This design comes from an exercise in tuning for small area, a short achievable clock period and few clock cycles on the open sky130 flow, not from production work. The RTL was checked by simulation tests, not by an equivalence proof against the original design. Power is estimated from default activity; no workload was simulated.

==> run a <==
// bdsp_engine
module bdsp_engine (
    input             clk,
    input             rst,
    input             bus_valid,
    input             bus_write,
    input      [18:0] bus_addr,
    input      [31:0] bus_wdata,
    output reg        bus_rvalid,
    output reg [31:0] bus_rdata,
    output reg        bus_err,
    output            irq
);
clock: 14.0 ns
lec_check: 0
cap_margin: 20
core_margin: 2
core_utilization: 30
slew_margin: 20
standard.sh (not shown) runs the stock make flow with config.mk's settings and CLKGATE_MAP_FILE= SYNTH_SCRIPT=/design/flow/synth_recipe.tcl, a recipe that flattens the netlist after the stock synthesis.
==> flow/flow/run.sh <==
#!/bin/bash
# The standard ORFS layout (the standard.sh), with a larger setup-repair
# margin: timing repair keeps working until paths are 8 ns shorter than the
# clock period. The clock period, constraints and every other step are the
# standard ones. make's full output goes to flow_make.log.
set -euo pipefail
bash standard.sh SETUP_SLACK_MARGIN=8 finish > flow_make.log 2>&1
==> inputs of run b, as changes to run a <==
--- a/flow/design.v
+++ b/flow/design.v
@@ -26,16 +26,16 @@
   reg  [W-1:0] hmem [0:MMAX-1];
   reg  [W-1:0] ymem [0:YMAX-1];
   reg  [W-1:0] coef [0:2*MMAX-1];      
   reg  [W-1:0] hist [0:2*MMAX-1];      
   reg  [3:0]   ctx_m [0:RT_CTX-1];
   reg  [RT_CTX-1:0] ctx_valid;
   reg  [18:0]  q_run [0:RT_CTX-1];
-  reg  [18:0]  q_max [0:RT_CTX-1];
-  reg  [18:0]  q_min [0:RT_CTX-1];
+  reg  [19:0]  q_dmax [0:RT_CTX-1];    
+  reg  [19:0]  q_dmin [0:RT_CTX-1];    
   reg          q_ovf [0:RT_CTX-1];
   reg          irq_en;
   reg          st_busy, st_done, st_err, st_ovf, st_wbusy;
   reg  [3:0]   st_errcode;
   reg  [31:0]  cmd_reg, xlen, hlen, blen, rt_in;
   reg  [4:0]   ylen;
   reg  [W-1:0] rt_out;
@@ -253,67 +253,77 @@
   wire [6:0] nx_ypos_a  = nx_ypos + 7'd1;
   reg        bg_busy, bg_ld, bg_c;
   reg  [1:0] bg_k;
   reg  [3:0] bg_m;
   reg  [W-1:0] a0, b0, a1, b1;       
   reg          oc_v, oc_v1, oc_first, oc_last, oc_ywen, oc_fin;
   reg  [4:0]   oc_ypos;
-  reg          ob_v, ob_first, ob_last, ob_vo, ob_ve, ob_c;
+  reg          ob_v, ob_first, ob_last, ob_vo, ob_ve, ob_c, ob_spec;
   reg          op_spec;
   reg  [W-1:0] p0, p1;               
   reg  [W:0]   ph0, ph1;             
   wire         pov0 = (ph0 != {(W+1){1'b0}}) && (ph0 != {(W+1){1'b1}});
   wire         pov1 = (ph1 != {(W+1){1'b0}}) && (ph1 != {(W+1){1'b1}});
   reg          pc_v, pc_v1, pc_first, pc_last, pc_ywen, pc_fin;
   reg  [4:0]   pc_ypos;
   reg          pb_v, pb_first, pb_last, pb_vo, pb_ve, pb_c;
   reg          prod_spec;
   reg  [W-1:0] acc;
   wire [W-1:0] sp_p    = cx ? p1 : p0;
   wire         sp_ov   = cx ? pov1 : pov0;
   wire [18:0]  sp_p19  = {{3{sp_p[W-1]}}, sp_p};
-  wire [18:0]  rt_hi   = sp_p19 + q_max[cx];
-  wire [18:0]  rt_lo   = sp_p19 + q_min[cx];
+  wire [20:0]  rt_hi   = {{2{sp_p19[18]}}, sp_p19} + {{2{q_run[cx][18]}}, q_run[cx]} + {1'b0, q_dmax[cx]};
+  wire [20:0]  rt_lo   = {{2{sp_p19[18]}}, sp_p19} + {{2{q_run[cx][18]}}, q_run[cx]} - {1'b0, q_dmin[cx]};
   wire         rt_ovf  = sp_ov | q_ovf[cx] |
-                         (~rt_hi[18] & (rt_hi[17:15] != 3'd0)) |
-                         ( rt_lo[18] & (rt_lo[17:15] != 3'b111));
+                         (~rt_hi[20] & (rt_hi[19:15] != 5'd0)) |
+                         ( rt_lo[20] & (rt_lo[19:15] != 5'b11111));
   wire [W-1:0] rt_val  = sp_p + q_run[cx][W-1:0];
   wire         chk     = (state == S_CHK) & ~bg_busy;
   wire         chk_ok  = chk & (chk_err == 4'd0);
   wire         op_rt   = ~d_rsvd & ~d_cge2;
   wire         op_cv   = ~d_rsvd & ~d_cnz & ~f_n0 & ~f_m0 & ~f_ngt & ~f_mgt;
   wire         rt_go   = chk & (op == 4'd6) & op_rt & ctx_valid[cx] & prod_spec;
   wire         rt_init = chk & (op == 4'd5) & op_rt & ~f_m0 & ~f_mgt;
   wire         conv_ok = op_cv &
                          ((op == 4'd1) | (op == 4'd2) |
                           ((op == 4'd3) & ~f_lle & ~f_lgt) |
                           ((op == 4'd4) & ~f_llt & ~f_lgt));
   wire         chk_conv = (chk | (run & pend)) & conv_ok;    
-  wire         bg_load  = rt_go | bg_ld;
-  wire [1:0]   bgk      = rt_go ? 2'd0 : bg_k;
-  wire         bgc      = rt_go ? cx : bg_c;
-  wire [3:0]   bgm      = rt_go ? ctx_m[cx] : bg_m;
+  wire         e_go     = bus_valid & bus_write & ~st_busy & (bus_addr == 19'h0001C) &
+                          (wop == 4'd6) & ~bg_busy;
+  reg          bg_early;
+  wire         rt_load  = rt_go & (~bg_early | (ctx_m[cx] >= 4'd4));    
+  wire         bg_load  = e_go | rt_load | bg_ld;
+  wire [1:0]   bgk      = e_go ? 2'd0 : rt_go ? {1'b0, bg_early} : bg_k;
+  wire         bgc      = e_go ? bus_wdata[4] : rt_go ? cx : bg_c;
+  wire [3:0]   bgm      = e_go ? ctx_m[bus_wdata[4]] : rt_go ? ctx_m[cx] : bg_m;
   wire [W-1:0] s_next   = rtin_wr ? bus_wdata[W-1:0] : rt_in[W-1:0];
+  wire [3:0]   x_en    = sq_x0 + 4'd1;
+  wire [2:0]   h_on    = sq_h0 - 3'd1;
+  wire [W-1:0] x_ev    = xmem[{x_en[3:1], 1'b0}];
+  wire [W-1:0] x_od    = xmem[{sq_x0[3:1], 1'b1}];
+  wire [W-1:0] h_ev    = hmem[{sq_h0[2:1], 1'b0}];
+  wire [W-1:0] h_od    = hmem[{h_on[2:1], 1'b1}];
   reg  [W-1:0] a0_n, b0_n, a1_n, b1_n;
   always @(*) begin
     if (run) begin
-      a0_n = xmem[sq_x0];
-      b0_n = hmem[sq_h0];
-      a1_n = xmem[sq_x0 + 4'd1];
-      b1_n = hmem[sq_h0 - 3'd1];
+      a0_n = sq_x0[0] ? x_od : x_ev;
+      a1_n = sq_x0[0] ? x_ev : x_od;
+      b0_n = sq_h0[0] ? h_od : h_ev;
+      b1_n = sq_h0[0] ? h_ev : h_od;
     end else if (bg_load) begin
       case (bgk)
         2'd0:    a1_n = rt_in[W-1:0];
-        2'd1:    a1_n = hist[{bgc, 3'd3}];
+        2'd1:    a1_n = rt_go ? hist[{bgc, 3'd2}] : hist[{bgc, 3'd3}];
         2'd2:    a1_n = hist[{bgc, 3'd5}];
         default: a1_n = hist[{bgc, 3'd7}];
       endcase
       case (bgk)
         2'd0:    a0_n = hist[{bgc, 3'd1}];
-        2'd1:    a0_n = hist[{bgc, 3'd4}];
+        2'd1:    a0_n = rt_go ? hist[{bgc, 3'd3}] : hist[{bgc, 3'd4}];
         default: a0_n = hist[{bgc, 3'd6}];
       endcase
       case (bgk)
         2'd0:    b1_n = coef[{bgc, 3'd1}];
         2'd1:    b1_n = coef[{bgc, 3'd3}];
         2'd2:    b1_n = coef[{bgc, 3'd5}];
         default: b1_n = coef[{bgc, 3'd7}];
@@ -385,48 +395,46 @@
   wire [W-1:0] ac_in  = pc_first ? {W{1'b0}} : acc;
   wire [W:0]   ac_s1  = {ac_in[W-1], ac_in} + {p0[W-1], p0};
   wire         ac_o1  = ac_s1[W] != ac_s1[W-1];
   wire [W-1:0] ac_p1  = pc_v1 ? p1 : {W{1'b0}};
   wire [W+1:0] ac_s2  = {{2{ac_in[W-1]}}, ac_in} + {{2{p0[W-1]}}, p0} + {{2{ac_p1[W-1]}}, ac_p1};
   wire         ac_o2  = (ac_s2[W+1:W-1] != 3'b000) && (ac_s2[W+1:W-1] != 3'b111);
   wire         ac_ovf = pc_v & (pov0 | ac_o1 | (pc_v1 & (pov1 | ac_o2)));
-  reg  [18:0]  w_run, w_max, w_min;
+  reg  [18:0]  w_run;
+  reg  [19:0]  w_dmax, w_dmin;
   reg          w_ovf;
   wire [18:0]  bq_run0 = pb_first ? 19'd0 : w_run;
+  wire [19:0]  bq_dx0  = pb_first ? 20'd0 : w_dmax;
+  wire [19:0]  bq_dn0  = pb_first ? 20'd0 : w_dmin;
   wire         bq_ov0  = pb_first ? 1'b0  : w_ovf;
-  wire [18:0]  bq_a    = pb_vo ? {{3{p1[W-1]}}, p1} : 19'd0;
-  wire [18:0]  bq_b    = pb_ve ? {{3{p0[W-1]}}, p0} : 19'd0;
-  wire [18:0]  bq_r1   = bq_run0 + bq_a;
-  wire [18:0]  bq_r2   = bq_run0 + bq_a + bq_b;
-  wire         bq_bpos = pb_ve & ~p0[W-1] & (p0 != {W{1'b0}});
+  wire [19:0]  bq_a    = pb_vo ? {{4{p1[W-1]}}, p1} : 20'd0;
+  wire [19:0]  bq_b    = pb_ve ? {{4{p0[W-1]}}, p0} : 20'd0;
+  wire [18:0]  bq_r2   = bq_run0 + bq_a[18:0] + bq_b[18:0];
+  wire [19:0]  bq_x    = bq_dx0 - bq_a - bq_b;          
+  wire [19:0]  bq_z    = bq_dn0 + bq_a + bq_b;          
+  wire         bq_c1   = ~($signed(bq_dx0) < $signed(bq_a));
+  wire         bq_d1   = ~($signed(bq_dn0) < $signed(20'd0 - bq_a));
   wire         bq_bneg = pb_ve & p0[W-1];
-  reg  [18:0]  b2_r1, b2_r2;
-  reg          b2_v, b2_first, b2_last, b2_c, b2_bpos, b2_bneg;
-  wire [18:0]  bq_max0 = b2_first ? 19'd0 : w_max;
-  wire [18:0]  bq_min0 = b2_first ? 19'd0 : w_min;
-  wire         bq_g1   = $signed(b2_r1) > $signed(bq_max0);
-  wire         bq_g2   = $signed(b2_r2) > $signed(bq_max0);
-  wire         bq_l1   = $signed(b2_r1) < $signed(bq_min0);
-  wire         bq_l2   = $signed(b2_r2) < $signed(bq_min0);
-  wire [18:0]  bq_mx2  = (bq_g2 & (b2_bpos | ~bq_g1)) ? b2_r2 : (bq_g1 ? b2_r1 : bq_max0);
-  wire [18:0]  bq_mn2  = (bq_l2 & (b2_bneg | ~bq_l1)) ? b2_r2 : (bq_l1 ? b2_r1 : bq_min0);
+  wire         bq_bpos = pb_ve & ~p0[W-1] & (p0 != {W{1'b0}});
+  wire [19:0]  bq_dx   = bq_c1 ? (bq_x[19] ? 20'd0 : bq_x) : (bq_bneg ? 20'd0 - bq_b : 20'd0);
+  wire [19:0]  bq_dn   = bq_d1 ? (bq_z[19] ? 20'd0 : bq_z) : (bq_bpos ? bq_b : 20'd0);
   wire         bq_ov   = bq_ov0 | (pb_vo & pov1) | (pb_ve & pov0);
   wire [W-1:0] y_old  = ymem[pc_ypos];
   wire [W-1:0] yr     = ac_s2[W-1:0];
   wire [W:0]   y_sum  = {y_old[W-1], y_old} + {yr[W-1], yr};
   wire         y_v    = pc_v & pc_last;
   wire         y_wen  = pc_ywen;
   wire         y_ovf  = y_sum[W] != y_sum[W-1];
   wire         y_done = y_v & pc_fin;
   wire         y_pz    = chk_conv;          
   wire [4:0]   pz_len  = c_len;
   wire [W-1:0] y_wd    = st_busy ? (y_pz ? {W{1'b0}} : y_sum[W-1:0]) : bus_wdata[W-1:0];
   integer k;
   wire run_blk  = run & seg_end & ~has_seg2 & o_lastout;    
-  wire bg_fin   = b2_v & b2_last;
+  wire bg_fin   = pb_v & pb_last;
   always @(posedge clk) begin
     if (rst || soft_rst) begin
       irq_en     <= 1'b0;
       st_busy    <= 1'b0;
       st_done    <= 1'b0;
       st_err     <= 1'b0;
       st_ovf     <= 1'b0;
@@ -440,20 +448,20 @@
       rt_in      <= 32'd0;
       rt_out     <= {W{1'b0}};
       ctx_valid  <= {RT_CTX{1'b0}};
       state      <= S_IDLE;
       pend       <= 1'b0;
       bg_busy    <= 1'b0;
       bg_ld      <= 1'b0;
+      bg_early   <= 1'b0;
       oc_v       <= 1'b0;
       ob_v       <= 1'b0;
       op_spec    <= 1'b0;
       pc_v       <= 1'b0;
       pb_v       <= 1'b0;
-      b2_v       <= 1'b0;
       prod_spec  <= 1'b0;
     end else begin
       case (state)
         S_CHK: if (chk) begin
           if (chk_err != 4'd0) begin
             st_err     <= 1'b1;
             st_errcode <= chk_err;
@@ -504,20 +512,20 @@
         end
         default: ;
       endcase
       oc_v      <= run & ~(pend & ~conv_ok);
       ob_v      <= bg_load & ~run;
       op_spec   <= ~run & ~bg_load & ~rt_init;
       pc_v      <= oc_v;
-      pb_v      <= ob_v;
-      b2_v      <= pb_v;
+      pb_v      <= ob_v & ~(ob_spec & ~rt_go);
       prod_spec <= op_spec & ~rtin_wr & ~rt_init;
-      if (bg_load) bg_ld <= ({2'b0, bgk, 1'b0} + 5'd4 <= {1'b0, bgm});
-      if (rt_go)  bg_busy <= 1'b1;
+      if (bg_load) bg_ld <= ~e_go & ({2'b0, bgk, 1'b0} + 5'd4 <= {1'b0, bgm});
+      bg_early <= e_go;
       if (bg_fin) bg_busy <= 1'b0;
+      if (rt_go)  bg_busy <= 1'b1;
       if (y_done) begin
         ylen    <= c_len;
         st_ovf  <= ovf_acc | ac_ovf | (y_wen & y_ovf);
         st_done <= 1'b1;
         st_busy <= 1'b0;
       end
       if (wr && st_busy && wr_guard) st_wbusy <= 1'b1;
@@ -718,14 +726,15 @@
     oc_ywen  <= o_ywen;
     oc_fin   <= sq_fin;
     ob_first <= (bgk == 2'd0);
     ob_last  <= ({2'b0, bgk, 1'b0} + 5'd4 > {1'b0, bgm});
     ob_vo    <= ({1'b0, bgk, 1'b0} + 4'd1 < bgm);
     ob_ve    <= ({1'b0, bgk, 1'b0} + 4'd2 < bgm);
     ob_c     <= bgc;
+    ob_spec  <= e_go;
     if (bg_load) begin
       bg_c  <= bgc;
       bg_m  <= bgm;
       bg_k  <= bgk + 2'd1;
     end
     p0 <= m0[W-1:0]; p1 <= m1[W-1:0];
     ph0 <= m0[2*W-1:W-1]; ph1 <= m1[2*W-1:W-1];
@@ -742,43 +751,34 @@
     pb_c     <= ob_c;
     if (pc_v) begin
       acc <= ac_s2[W-1:0];
       if (ac_ovf) ovf_acc <= 1'b1;
     end
     if (y_v & y_wen & y_ovf) ovf_acc <= 1'b1;
     if (pb_v) begin
-      w_run <= bq_r2;
-      w_ovf <= bq_ov;
-    end
-    b2_r1    <= bq_r1;
-    b2_r2    <= bq_r2;
-    b2_first <= pb_first;
-    b2_last  <= pb_last;
-    b2_c     <= pb_c;
-    b2_bpos  <= bq_bpos;
-    b2_bneg  <= bq_bneg;
-    if (b2_v) begin
-      w_max <= bq_mx2;
-      w_min <= bq_mn2;
+      w_run  <= bq_r2;
+      w_dmax <= bq_dx;
+      w_dmin <= bq_dn;
+      w_ovf  <= bq_ov;
     end
     if (bg_fin) begin
-      q_run[b2_c] <= w_run;
-      q_max[b2_c] <= bq_mx2;
-      q_min[b2_c] <= bq_mn2;
-      q_ovf[b2_c] <= w_ovf;
+      q_run[pb_c]  <= bq_r2;
+      q_dmax[pb_c] <= bq_dx;
+      q_dmin[pb_c] <= bq_dn;
+      q_ovf[pb_c]  <= bq_ov;
     end
     if (rt_init) begin
       ctx_m[cx] <= m4;
       for (k = 0; k < MMAX; k = k + 1)
         coef[{cx, 3'd0} + k] <= hmem[k];
       for (k = 1; k < MMAX; k = k + 1)
         hist[{cx, 3'd0} + k] <= {W{1'b0}};
       q_run[cx] <= 19'd0;
-      q_max[cx] <= 19'd0;
-      q_min[cx] <= 19'd0;
+      q_dmax[cx] <= 20'd0;
+      q_dmin[cx] <= 20'd0;
       q_ovf[cx] <= 1'b0;
     end
     if (rt_go) begin
       hist[{cx, 3'd1}] <= rt_in[W-1:0];
       for (k = 2; k < MMAX; k = k + 1)
         hist[{cx, 3'd0} + k] <= hist[{cx, 3'd0} + k - 1];
     end
--- a/flow/config.mk
+++ b/flow/config.mk
@@ -4,8 +4,11 @@
 export VERILOG_FILES = /design/flow/design.v
 export SDC_FILE = /design/flow/constraint.sdc
 export NUM_CORES = 4
 export LEC_CHECK = 0
 export CAP_MARGIN = 20
 export CORE_MARGIN = 2
 export CORE_UTILIZATION = 30
+export CTS_CLUSTER_DIAMETER = 110
+export CTS_CLUSTER_SIZE = 22
+export PLACE_DENSITY = 0.75
 export SLEW_MARGIN = 20
==> impl_results.md <==
- Status: finished clean
- Int Power: 9.99 mW
- Power Clock: 5.89 mW
- Simple-Gate Fraction of Synth Area: 0.108
- Longest Clk Path Bufs: 4
- Clock Skew: 0.0999 ns
- Fmax achieved: 165 MHz
- Initial antenna violation count: 44
- Top power group: sequential cells
- Final design utilization: 0.341
- Clock Pin Slew Worst Setup and Hold Paths: 0.07 ns
- CP top delay family: compound AO/OA/AOI/OAI gates
- Vias per std cell: 5.70
The numbers above come from run a.

==> impl_results.md <==
- Power Clock: 3.57 mW
- Vias per std cell: 5.80
- Fmax achieved: 166 MHz
- Top power group: combinational logic
- Initial antenna violation count: 46
- Status: finished clean
- Clock Skew: 0.0609 ns
- Clock Pin Slew Worst Setup and Hold Paths: 0.10 ns
- Commonest non-fill, non-tap cells in the layout: 1441 x edfxtp_1, 1064 x nand2_1, 702 x a21oi_1
- Int Power: 13.7 mW
- Longest Clk Path Bufs: 3
- Final design utilization: 0.334
The numbers above come from run b.

Testbench counts of run a, summed over its fixed seeds: cycles 23,219.
Testbench counts of run b, summed over its fixed seeds: cycles 22,979.

-- re-timing with driven ports --
How much do the figures lean on ideal ports? The routed layouts below were timed once more, with nothing changed but the port constraints. Step 1 assumes that a clkbuf_16 drives the clock port and a buf_2 every other input. Step 2, shift: input delay + t, output delay - t, t = (earliest + latest rising clock arrival at the registers) / 2. This alone moves slack from input paths to output paths. a / b / c = ideal / step 1 / step 2; a / b = the first two.
run	t, ns	setup WS [ns]	worst setup path at the end	worst register clock-pin slew, ns
run a	1.008	7.924 / 8.007 / 6.999	input to register	0.07 / 0.07
run b	0.899	7.990 / 7.949 / 7.049	input to register	0.10 / 0.10
After both steps setup and hold are still met in every run listed. For run b, which loses most, drivers alone change the setup slack by -0.041 ns; drivers and shift together by -0.941 ns.
